Source: an optimization exercise on an open RTL-to-GDS flow (aim: small area). Production flows keep margins and buffers that such runs may drop. Only simulation tests tie the RTL to the original design; equivalence was not proved. Power figures rest on the tool's default switching activity, not on a simulated workload.

## run 1
// tse
module tse (
    input  wire        clk,
    input  wire        rst,
    input  wire        req,
    input  wire        req_we,
    input  wire [8:0]  req_addr,
    input  wire [31:0] req_wdata,
    output reg         rsp_valid,
    output reg         rsp_err,
    output reg  [31:0] rsp_rdata
);
    localparam [2:0] E_NONE = 3'd0, E_CIV = 3'd1, E_OVF = 3'd2,
                     E_ILL  = 3'd3, E_EXH = 3'd4;
    reg  [2:0]  st_err;
    reg         st_trunc;
    reg  [4:0]  st_idx;
    reg         cfg_trunc;
    reg         z_argn, z_argw, z_res, z_date, z_time, z_yday;
    reg  [15:0] arg_n;
    reg  [4:0]  arg_w;
    reg  [15:0] result;
    reg  [31:0] ts_date;
    reg  [31:0] ts_time;
    reg  [15:0] ts_yday;
    reg  [1:0]  fcode;       
    reg  [5:0]  rd_ptr;
    reg  [1:0]  so_sym;
    reg  [5:0]  so_index;
    reg         popped;
    reg  [1:0]  psel;        
    reg  [1:0]  psym;        
    reg  [6:0]  ra;          
    reg         busy, fin;
    reg         prim;        
    reg         ppass;       
    reg         pq, pp;      
    reg         povf, ppar;  
    reg         pend_pop;    
    reg  [3:0]  k;
    reg  [3:0]  r1, r2, r3, r4, r5, r6;
    reg  [2:0]  r7;
    reg  [1:0]  ydwin, hwin, q2win;
    reg  [2:0]  mwin;
    reg         lp;
    wire        fvalid = fcode != 2'd3;
    wire [1:0]  fstd   = fvalid ? fcode : 2'd0;
    wire        fbpc   = fcode == 2'd2;
    wire [5:0] fidx = ra[6] ? ra[5:0] : rd_ptr;
    wire [3:0] h12    = {r6[3:2] + {1'b0, lp}, r6[1:0]};
    wire [5:0] bmin   = {mwin[1:0], r5};
    wire [3:0] bwd    = {mwin[2], r7};
    wire [5:0] bday   = {ydwin, r4};
    wire [6:0] yy7    = {r2, 3'b000} + {2'b00, r2, 1'b0} + {3'b000, r1};
    wire       p3     = ^{hwin, h12, bmin, bwd};
    wire       p4     = ^{bday, r3, yy7[5:0]};
    wire [37:0] bseq  = {hwin, 2'b00, h12, bmin, bwd, lp, p3, bday, r3, yy7[5:0], 1'b0, p4};
    reg [1:0] fsym;
    always @* begin
        fsym = 2'd0;
        if (fbpc) begin
            if (fidx <= 6'd18) fsym = bseq[37 - 2*fidx -: 2];
        end else if (fvalid) begin
            case (fidx)
                6'd0, 6'd9, 6'd19, 6'd29, 6'd39, 6'd49, 6'd59: fsym = 2'd2;
                6'd1:  fsym = {1'b0, mwin[2]};
                6'd2:  fsym = {1'b0, mwin[1]};
                6'd3:  fsym = {1'b0, mwin[0]};
  ...
Settings: LEC_CHECK=0, CAP_MARGIN=20, CORE_MARGIN=2, CORE_UTILIZATION=60, GPL_TIMING_DRIVEN=0, SLEW_MARGIN=20; clock period 20.0 ns.
standard.sh (not shown) runs the stock make flow with config.mk's settings and CLKGATE_MAP_FILE= SYNTH_SCRIPT=/design/flow/synth_recipe.tcl, a recipe that flattens the netlist after the stock synthesis.
==> flow/flow/run.sh <==
#!/bin/bash
# Standard ORFS layout (the standard.sh) with two changes:
#  - plain buf_1 cells as the port buffers instead of delay buffers;
#  - clock tree built from clkbuf_4 cells without dummy balancing loads.
set -euo pipefail
export BUFFER_PORTS_ARGS="-buffer_cell sky130_fd_sc_hd__buf_1"
export CTS_ARGS="-sink_clustering_enable -repair_clock_nets -dont_use_dummy_load -buf_list sky130_fd_sc_hd__clkbuf_4 -sink_clustering_size 10 -sink_clustering_max_diameter 40"
bash standard.sh finish > standard_flow.log 2>&1
Setup changes, run 1 to run 2
Settings: GPL_TIMING_DRIVEN: 0 -> unset.
==> comparison <==
- Of run 2 and run 1, it is run 2 that has the higher worst-case vdd ir drop.
- Compared with run 1, the detailed router inserted fewer vias in run 2.
- The clock tree cell share of total cell area of run 2 falls short of that of run 1 by 0.20 points.
- On length of routed wiring on met1, run 2 and run 1 are neck and neck.
- Summary of the comparison: portion of total power attributed to the clock network is lower in run 2, relative to run 1.
- On run 2: power is 13 uW lower than what run 1 gave.
- Run 2 leaves more setup margin than run 1.
- Fraction of area in multi-input gates ended up 0.66 points higher on run 2 than on run 1.
- The share of total power in combinational logic of run 1 and that of run 2 are within noise of each other.
- On layout overhead on the synthesized area, the higher figure sits with run 1, not run 2.
- Run 2 vs run 1: final design instance area without fill down
> inputs changed (run 2 -> run 3)
Settings: swapping 20 for 0 in SLEW_MARGIN; swapping 20 for 0 in CAP_MARGIN.
- Run 2 -> run 3: core utilization flat
- As far as multi-input logic cell count goes, run 3 and run 2 are indistinguishable; the numbers are identical.
- Taking run 2 as the reference point, the worst setup slack of run 3 falls by 14 ps.
- Run 3 gives less final setup skew than run 2 did.
- On required arrival time at the worst endpoint, run 2 tracks run 3 almost exactly.
- On worst-case headroom to the max-slew limit: between run 3 and run 2, it ends up higher for run 2.

re-timing with driven ports:
No port has a modelled driver above. Below, the same layouts with a new extraction and two added sets of constraints. Step 1: set_driving_cell puts a clkbuf_16 on clk and a buf_2 on each other input, an assumption about the parent block. Step 2 adds t to the input delays and takes it off the output delays; t is the mean of the earliest and latest rising clock arrival at the registers after step 1. Input paths then give back, and output paths get back, about the clock's delay inside the block. a / b / c = ideal ports / drivers / drivers and shift; a / b = the first two.
| run | t (ns) | setup WS [ns] | worst setup path at the end | clock arrival spread, ns | slew at the worst register clock pin (ns) |
|---|---|---|---|---|---|
| run 1 | 0.649 | 11.035 / 10.990 / 11.639 | register to output | 0.081 / 0.080 | 0.11 / 0.11 |
| run 2 | 0.750 | 11.101 / 11.054 / 11.805 | register to output | 0.119 / 0.119 | 0.12 / 0.12 |
| run 3 | 0.752 | 11.087 / 11.042 / 11.794 | register to output | 0.113 / 0.113 | 0.12 / 0.12 |
After both steps setup and hold are still met in every run listed.
